What follows belongs to an exercise in optimizing a design on an open flow for small area, a short achievable clock period and few clock cycles; a production flow would make more cautious choices.
The RTL was checked by simulation tests, not by an equivalence proof against the original design.
Power figures rest on the tool's default switching activity, not on a simulated workload.

**flow/run.sh**
```bash
#!/bin/bash
# synth_recipe.tcl (not shown) runs the flow's synth.tcl, then flattens the netlist and writes it again
# the make line also repeats each setting of config.mk as NAME=value (left out here)
make -C /OpenROAD-flow-scripts/flow DESIGN_CONFIG=/design/flow/config.mk WORK_HOME=/design/flow/orfs CLKGATE_MAP_FILE= SYNTH_SCRIPT=/design/flow/synth_recipe.tcl finish
```
**flow/config.mk**
```make
export PLATFORM = sky130hd
export DESIGN_NAME = mee_arith
export DESIGN_NICKNAME = mee_arith
export VERILOG_FILES = /design/flow/design.v
export SDC_FILE = /design/flow/constraint.sdc
export NUM_CORES = 4
export LEC_CHECK = 0
export CAP_MARGIN = 20
export CORE_MARGIN = 2
export CORE_UTILIZATION = 40
export SLEW_MARGIN = 20
```
**flow/constraint.sdc**
```tcl
create_clock -name core_clock -period 13.0 [get_ports {clk}]
set_input_delay 2.6000 -clock core_clock [delete_from_list [all_inputs] [get_ports {clk}]]
set_output_delay 2.6000 -clock core_clock [all_outputs]
set_load 0.01 [all_outputs]
```
**flow/design.v**
```verilog
module mee_arith (
    input  wire        clk,
    input  wire        rst,         
    input  wire        cmd_valid,   
    input  wire [31:0] cmd_word,
    input  wire [31:0] op_a,        
    input  wire [31:0] op_b,        
    input  wire [31:0] op_n,        
    input  wire        ovr_clr,     
    output reg         busy,
    output reg         done,
    output reg         ok,
    output reg  [3:0]  err,
    output reg         cmdovr,
    output reg  [31:0] res,
    output reg  [63:0] s,
    output reg  [63:0] t
);
    localparam OP_GCD    = 8'h01;
    localparam OP_XGCD   = 8'h02;
    localparam OP_MODINV = 8'h03;
    localparam OP_MODPOW = 8'h04;
    localparam ERR_ILLEGAL  = 4'd1;
    localparam ERR_RESERVED = 4'd2;
    localparam ST_IDLE    = 4'd0;
    localparam ST_DECODE  = 4'd1;
    localparam ST_EU_TEST = 4'd2;    
    localparam ST_EU_DIV  = 4'd3;    
    localparam ST_EU_MULS = 4'd4;    
    localparam ST_EU_MULT = 4'd5;    
    localparam ST_EU_UPD  = 4'd6;    
    localparam ST_EU_END  = 4'd7;
    localparam ST_MP_BASE = 4'd8;    
    localparam ST_MP_TEST = 4'd9;    
    localparam ST_MP_MULR = 4'd10;   
    localparam ST_MP_RDIV = 4'd11;
    localparam ST_MP_MULB = 4'd12;   
    localparam ST_MP_BDIV = 4'd13;
    localparam ST_FINISH  = 4'd14;
    reg [3:0]  state;
    reg [31:0] lcmd, la, lb, ln;
    wire [7:0] opc = lcmd[7:0];
    reg        swapped;
    reg [31:0] r0, r1, q;
    reg [63:0] s0, s1, t0, t1;
    reg [63:0] s_new;
    reg [31:0] acc, base, k;
    reg [31:0] res_n;
    reg [63:0] s_n, t_n;
    reg        wr_res, wr_st, ok_n;
    reg [3:0]  err_n;
    reg  [31:0] mul_x, mul_y;
    wire [63:0] mul_p = mul_x * mul_y;
    reg  [63:0] div_num;
    reg  [31:0] div_rem;
    reg  [31:0] div_d;
    reg  [6:0]  div_cnt;
    wire [32:0] div_try = {div_rem, div_num[63]};
    wire        div_ge  = div_try >= {1'b0, div_d};
    wire [32:0] div_sub = div_try - {1'b0, div_d};
    wire [31:0] div_rem_nx = div_ge ? div_sub[31:0] : div_try[31:0];
    wire        div_last = (div_cnt == 7'd1);
    wire [63:0] s1_mag = s1[63] ? (~s1 + 64'd1) : s1;
    wire [63:0] t1_mag = t1[63] ? (~t1 + 64'd1) : t1;
    wire [63:0] sa = swapped ? t0 : s0;
    always @(posedge clk) begin
        if (rst) begin
            state   <= ST_IDLE;
            busy    <= 1'b0;
            done    <= 1'b0;
            ok      <= 1'b0;
            err     <= 4'd0;
            cmdovr  <= 1'b0;
            res     <= 32'd0;
            s       <= 64'd0;
            t       <= 64'd0;
            lcmd    <= 32'd0;
            la      <= 32'd0;
            lb      <= 32'd0;
            ln      <= 32'd0;
            swapped <= 1'b0;
            r0      <= 32'd0;
            r1      <= 32'd0;
            q       <= 32'd0;
            s0      <= 64'd0;
            s1      <= 64'd0;
            t0      <= 64'd0;
            t1      <= 64'd0;
            s_new   <= 64'd0;
            acc     <= 32'd0;
            base    <= 32'd0;
            k       <= 32'd0;
            res_n   <= 32'd0;
            s_n     <= 64'd0;
            t_n     <= 64'd0;
            wr_res  <= 1'b0;
            wr_st   <= 1'b0;
            ok_n    <= 1'b0;
            err_n   <= 4'd0;
            mul_x   <= 32'd0;
            mul_y   <= 32'd0;
            div_num <= 64'd0;
            div_rem <= 32'd0;
            div_d   <= 32'd0;
            div_cnt <= 7'd0;
        end else begin
            if (ovr_clr)
                cmdovr <= 1'b0;
            if (cmd_valid && busy)
                cmdovr <= 1'b1;
            case (state)
            ST_IDLE: begin
                if (cmd_valid) begin
                    lcmd  <= cmd_word;
                    la    <= op_a;
                    lb    <= op_b;
                    ln    <= op_n;
                    done  <= 1'b0;
                    ok    <= 1'b0;
                    err   <= 4'd0;
                    busy  <= 1'b1;
                    state <= ST_DECODE;
                end
            end
            ST_DECODE: begin
                wr_res <= 1'b0;
                wr_st  <= 1'b0;
                ok_n   <= 1'b0;
                err_n  <= 4'd0;
                if (opc != OP_GCD && opc != OP_XGCD &&
                    opc != OP_MODINV && opc != OP_MODPOW) begin
                    err_n <= ERR_ILLEGAL;
                    state <= ST_FINISH;
                end else if (lcmd[31:8] != 24'd0) begin
                    err_n <= ERR_RESERVED;
                    state <= ST_FINISH;
                end else if (opc == OP_MODPOW) begin
                    wr_res <= 1'b1;
                    if (ln == 32'd0) begin
                        res_n <= 32'd0;
                        state <= ST_FINISH;
                    end else if (la < 32'd2) begin
                        res_n <= la;
                        ok_n  <= 1'b1;
                        state <= ST_FINISH;
                    end else begin
                        acc     <= (ln == 32'd1) ? 32'd0 : 32'd1;
                        k       <= lb;
                        div_num <= {la, 32'd0};
                        div_rem <= 32'd0;
                        div_d   <= ln;
                        div_cnt <= 7'd32;
                        state   <= ST_MP_BASE;
                    end
                end else begin
                    wr_res <= 1'b1;
                    wr_st  <= (opc == OP_XGCD);
                    res_n  <= 32'd0;
                    s_n    <= 64'd0;
                    t_n    <= 64'd0;
                    if (opc == OP_MODINV) begin
                        if (ln <= 32'd1 || la == 32'd0) begin
                            state <= ST_FINISH;
                        end else begin
                            swapped <= (la < ln);
                            r0      <= (la < ln) ? ln : la;
                            r1      <= (la < ln) ? la : ln;
                            state   <= ST_EU_TEST;
                        end
                    end else begin
                        if (la == 32'd0 || lb == 32'd0) begin
                            state <= ST_FINISH;
                        end else begin
                            swapped <= (la < lb);
                            r0      <= (la < lb) ? lb : la;
                            r1      <= (la < lb) ? la : lb;
                            state   <= ST_EU_TEST;
                        end
                    end
                    s0 <= 64'd1;
                    s1 <= 64'd0;
                    t0 <= 64'd0;
                    t1 <= 64'd1;
                end
            end
            ST_EU_TEST: begin
                if (r1 == 32'd0) begin
                    state <= ST_EU_END;
                end else begin
                    div_num <= {r0, 32'd0};
                    div_rem <= 32'd0;
                    div_d   <= r1;
                    div_cnt <= 7'd32;
                    state   <= ST_EU_DIV;
                end
            end
            ST_EU_DIV: begin
                div_rem <= div_rem_nx;
                div_num <= {div_num[62:0], div_ge};
                div_cnt <= div_cnt - 7'd1;
                if (div_last) begin
                    q <= {div_num[30:0], div_ge};
                    if (opc == OP_GCD) begin
                        state <= ST_EU_UPD;
                    end else begin
                        mul_x <= {div_num[30:0], div_ge};
                        mul_y <= s1_mag[31:0];
                        state <= ST_EU_MULS;
                    end
                end
            end
            ST_EU_MULS: begin
                s_new <= s1[63] ? (s0 + mul_p) : (s0 - mul_p);
                mul_y <= t1_mag[31:0];
                state <= ST_EU_MULT;
            end
            ST_EU_MULT: begin
                t0    <= t1;
                t1    <= t1[63] ? (t0 + mul_p) : (t0 - mul_p);
                s0    <= s1;
                s1    <= s_new;
                state <= ST_EU_UPD;
            end
            ST_EU_UPD: begin
                r0    <= r1;
                r1    <= div_rem;
                state <= ST_EU_TEST;
            end
            ST_EU_END: begin
                state <= ST_FINISH;
                case (opc)
                OP_GCD: begin
                    res_n <= r0;
                    ok_n  <= 1'b1;
                end
                OP_XGCD: begin
                    res_n <= r0;
                    s_n   <= swapped ? t0 : s0;
                    t_n   <= swapped ? s0 : t0;
                    ok_n  <= 1'b1;
                end
                default: begin  
                    if (r0 == 32'd1) begin
                        res_n <= sa[63] ? (ln + sa[31:0]) : sa[31:0];
                        ok_n  <= 1'b1;
                    end else begin
                        res_n <= 32'd0;
                    end
                end
                endcase
            end
            ST_MP_BASE: begin
                div_rem <= div_rem_nx;
                div_num <= {div_num[62:0], div_ge};
                div_cnt <= div_cnt - 7'd1;
                if (div_last) begin
                    base  <= div_rem_nx;
                    state <= ST_MP_TEST;
                end
            end
            ST_MP_TEST: begin
                if (k == 32'd0) begin
                    res_n <= acc;
                    ok_n  <= 1'b1;
                    state <= ST_FINISH;
                end else if (k[0]) begin
                    mul_x <= acc;
                    mul_y <= base;
                    state <= ST_MP_MULR;
                end else begin
                    mul_x <= base;
                    mul_y <= base;
                    state <= ST_MP_MULB;
                end
            end
            ST_MP_MULR: begin
                div_num <= mul_p;
                div_rem <= 32'd0;
                div_d   <= ln;
                div_cnt <= 7'd64;
                state   <= ST_MP_RDIV;
            end
            ST_MP_RDIV: begin
                div_rem <= div_rem_nx;
                div_num <= {div_num[62:0], div_ge};
                div_cnt <= div_cnt - 7'd1;
                if (div_last) begin
                    acc   <= div_rem_nx;
                    mul_x <= base;
                    mul_y <= base;
                    state <= ST_MP_MULB;
                end
            end
            ST_MP_MULB: begin
                div_num <= mul_p;
                div_rem <= 32'd0;
                div_d   <= ln;
                div_cnt <= 7'd64;
                state   <= ST_MP_BDIV;
            end
            ST_MP_BDIV: begin
                div_rem <= div_rem_nx;
                div_num <= {div_num[62:0], div_ge};
                div_cnt <= div_cnt - 7'd1;
                if (div_last) begin
                    base  <= div_rem_nx;
                    k     <= {1'b0, k[31:1]};
                    state <= ST_MP_TEST;
                end
            end
            ST_FINISH: begin
                err <= err_n;
                if (err_n == 4'd0) begin
                    if (wr_res) res <= res_n;
                    if (wr_st) begin
                        s <= s_n;
                        t <= t_n;
                    end
                    ok <= ok_n;
                end
                busy  <= 1'b0;
                done  <= 1'b1;
                state <= ST_IDLE;
            end
            default: state <= ST_IDLE;
            endcase
        end
    end
endmodule
```
==> run notes <==
-- path summary, 6_finish.rpt --
check	slack (ps)	endpoint	depth (start not counted)	from
worst max-delay path	420	s_new[63]	41	mul_x[10]
worst min-delay path	450	lcmd[7]	2	lcmd[7]
worst max register to register	420	s_new[63]	41	mul_x[10]
worst min register to register	450	lcmd[7]	2	lcmd[7]
-- worst register-to-register path, delay by kind of cell (launching register included) --
kind / cells / cell delay [ps]
and+or+nand+nor: 14 / 3220
adders and majority gates: 10 / 4880
buffers and inverters: 4 / 530
xor gates and xnor gates: 3 / 830
AOI/OAI and AO/OA: 10 / 2240
DFF: 1 / 730
-- repair_timing --
item	CTS	global route
hold buffers	0	0
gates resized for setup	0	17
endpoints found under the setup margin	0	18
-- flip-flops by register name, indices dropped and copies added, names as in the netlist, 64 cells and up --
name,cells
t0,64
t,64
div_num,64
s_n,64
s1,64
t1,64
s,64
s0,64
t_n,64
s_new,64
-- synthesized netlist by cell type, drive strengths merged (55+ instances only) --
library cell     n  share of area
o221ai          55         0.0051
dfxtp         1143           0.24
a211oi         210          0.017
mux2i          205          0.022
a221oi          56         0.0053
nor2          1017          0.041
o21ai          332          0.018
clkbuf         719          0.029
nand2         1560          0.062
nand3           99         0.0053
a31oi           83         0.0055
a21o           161          0.013
nor3           226          0.012
fa             900           0.19
nor4            76         0.0055
and2           582          0.039
xnor2          226          0.021
a22oi          255          0.020
ha             526          0.070
nand4           65         0.0043
xor2           170          0.016
a21oi          917          0.049
inv           1052          0.042
a222oi          61         0.0065
-- report_power, final --
part / total (uW) / switching (uW) / internal (uW)
Combinational: 18500 / 11700 / 6760
Sequential: 4790 / 830 / 3960
Clock: 3900 / 1670 / 2230
Total: 27100 / 14200 / 12900
-- layer usage --
metal	vias up	GRT usage	part of all wire
met5	-	0	0.000066
met4	4	0.0961	0.036
met3	500	0.0583	0.086
met2	3374	0.433	0.42
met1	41600	0.418	0.45
li1	38100	-	-
-- stage by stage --
step            util  hold WS (ps)  setup slack [ps]  cell area, um2
2_1_floorplan      -           425              1890           93800
3_3_place_gp   0.432           438               396          101000
3_5_place_dp   0.432           444               242          101000
4_1_cts        0.452           450               144          105000
5_1_grt        0.452           468              14.9          105000
6_report       0.452           449               416          105000
-- cells by family (layout without fill, tap and decap cells) --
| family | Yosys count | after routing | share of synthesized area |
|---|---|---|---|
| XOR/XNOR | 397 | 397 | 0.0374 |
| adder cells (fa/ha/maj) | 1426 | 1426 | 0.262 |
| AO/OA/AOI/OAI | 2462 | 2462 | 0.169 |
| buffers and inverters | 1824 | 1927 | 0.0734 |
| AND/OR/NAND/NOR | 3911 | 3911 | 0.191 |
| flip-flops | 1143 | 1143 | 0.244 |
| multiplexers | 213 | 213 | 0.0228 |
| other | 1 | 9 | 0.0000400 |
-- final cells by class --
cell class | instances | area (um2) | share of cell area
Clock buffer | 183 | 3760 | 0.0357
Timing Repair Buffer | 635 | 5590 | 0.0532
Tap cell | 3132 | 3920 | 0.0373
Multi-Input combinational cell | 8411 | 64300 | 0.611
Clock inverter | 57 | 717 | 0.00682
Inverter | 1052 | 3950 | 0.0375
Sequential cell | 1143 | 22900 | 0.218
Antenna cell | 7 | 17.5 | 0.000167
==> key figures <==
Layout
  • Final cell count without fillers: ~15000
  • Most common cell after layout, fill and taps aside: sky130_fd_sc_hd__nand2_1
  • Fin nets: roughly 13000
  • Layout cells sized above 1: 0.0595
  • Filler cell count: 23000
  • Commonest non-fill, non-tap cells in the layout: sky130_fd_sc_hd__nand2_1 (1555), sky130_fd_sc_hd__dfxtp_1 (1127), sky130_fd_sc_hd__inv_1 (1052)
  • Growth of design area from synthesis to finish: 12.2%

Synth
  • Most used flip-flop cell after synthesis: sky130_fd_sc_hd__dfxtp_1
  • Count of unique library cells instantiated by Yosys: 94
  • Yosys Warn Count: 1
  • Mapped cell area: 93700 um2
  • Post-synthesis cell count: 11400
  • Fraction of synthesis flops using an asynchronous set or reset pin: 0
  • Post-synthesis sequential area ratio: 0.244
  • Synthesis-stage register bit count: 1143
  • Mean instance size in the synthesized netlist: slightly above 8 um2
  • Number of enable-type register cells in the synthesized netlist: 0

Hold path
  • Path category of the worst min-delay check: flip-flop to flip-flop

Global route
  • Total global routing overflow: 0
  • Pin count of the biggest net entering global routing: roughly 150
  • Gr usage total: 0.291
  • Global-route wire length before repair: 529 mm
  • Via count of the first global-routing pass: 82200
  • Initial antenna violation count: 9

Detailed routing
  • Via count of the routed design: about 84000
  • Antenna viol nets, final: 0
  • Per-cell routed wire length: approximately 24 um
  • Total wirelength of the detailed-routed design: roughly 350 mm
  • Number of DRC markers after the initial detailed-route iteration: around 8500
  • Via-per-instance ratio: 5.71
  • DRC violations left: 0
  • Number of search-and-repair iterations in the first detailed-routing pass: 12

Die
  • Starting Density: 0.403
  • Total number of placement rows: 177
  • Core region area: approximately 230000 um2
  • Die Height: 488 um
  • Number of primary I/O pins: 300
  • Horizontal die dimension: ~500 um
  • Total Die Area: 238000 um2

Pwr
  • Peak supply drop: around 0.29 mV
  • Pwr per Cell Area: 258 nW/um2
  • Leak pwr: between 0.04 and 0.05 uW
  • Overall power of the completed layout: 27100 uW

STA
  • Max Slew Vio Count: 0
  • Final-report setup violation count: 0
  • Remaining max-slew budget at the tightest pin: 0.182
  • Worst Tran Pin Value: 1220 ps
  • Fin crit period: roughly 13000 ps
  • RSZ-0062 raised after global routing: false
  • Final TNS setup: 0 ps
  • Number of failing hold endpoints at the final stage: 0
  • Timing-limited maximum frequency: between 0.07 and 0.08 GHz
  • Layout Skew: 53.6 ps
  • Period utilization: 0.968

Placement
  • Number of port buffers: roughly 300
  • Total half-perimeter wirelength after legalization and detailed placement: 270 mm
  • Number of instances in the placed design: between 10000 and 15000
  • Final GP Congestion: just under 1

CTS
  • CTS tree: done
  • Root Buffer: sky130_fd_sc_hd__clkbuf_16
  • Clk latency of the worst-skew pair: between 800 and 900 ps
  • Number of setup buffers added after CTS: 0
  • Number of buffers added by the clock tree synthesis step: ~130
  • Clock-pin slew of the registers on the worst-case setup and hold paths: approximately 60 ps
  • H-Tree Level Count: 4
  • Clk sink count: 1143
  • CTS Buffer Depth: 3

Setup path
  • Count of buffering cells on the critical path with inverters included: 4
  • Cell type group with the largest total delay on the critical path: adder cells
  • Crit Path Max Fanout: 23
  • Slowest CP cell: sky130_fd_sc_hd__dfxtp_1
  • Most frequent cell on the critical path: sky130_fd_sc_hd__fa_1
  • Critical path data required time: between 10000 and 15000 ps
  • Arrival @ worst endpoint: between 10000 and 15000 ps
  • Element type at the critical path end: flip-flop
  • Nature of the critical path startpoint: flip-flop
  • CP max stage delay: around 730 ps
  • Path type of the worst setup path: flip-flop to flip-flop

Run status
  • Run status: finished clean

Run
  • Max-cap check violation count: 0
Testbench counts, summed over its fixed seeds: cycles 1,434,598.

what the ideal ports hide:
Ports are ideal in the flow. The routed layout listed here was re-timed in OpenROAD.
Step 1 assumes that a clkbuf_16 drives the clock port and a buf_2 every other input.
Step 2 moves the port delays by t, midway between the first and last clock arrival at a register: inputs arrive t later, outputs are due t later. That takes back most of the time a late clock gives input paths.
Three values: no drivers, after step 1, after step 2; two values: the first two.
t, ns: 0.879
slack for setup (ns): 0.416 / 0.417 / 0.417
latest minus earliest clock arrival (ns): 0.056 / 0.055
After both steps this run still meets setup and hold. The setup slack of this run moves by +0.001 ns with the drivers and by +0.001 ns with both steps.
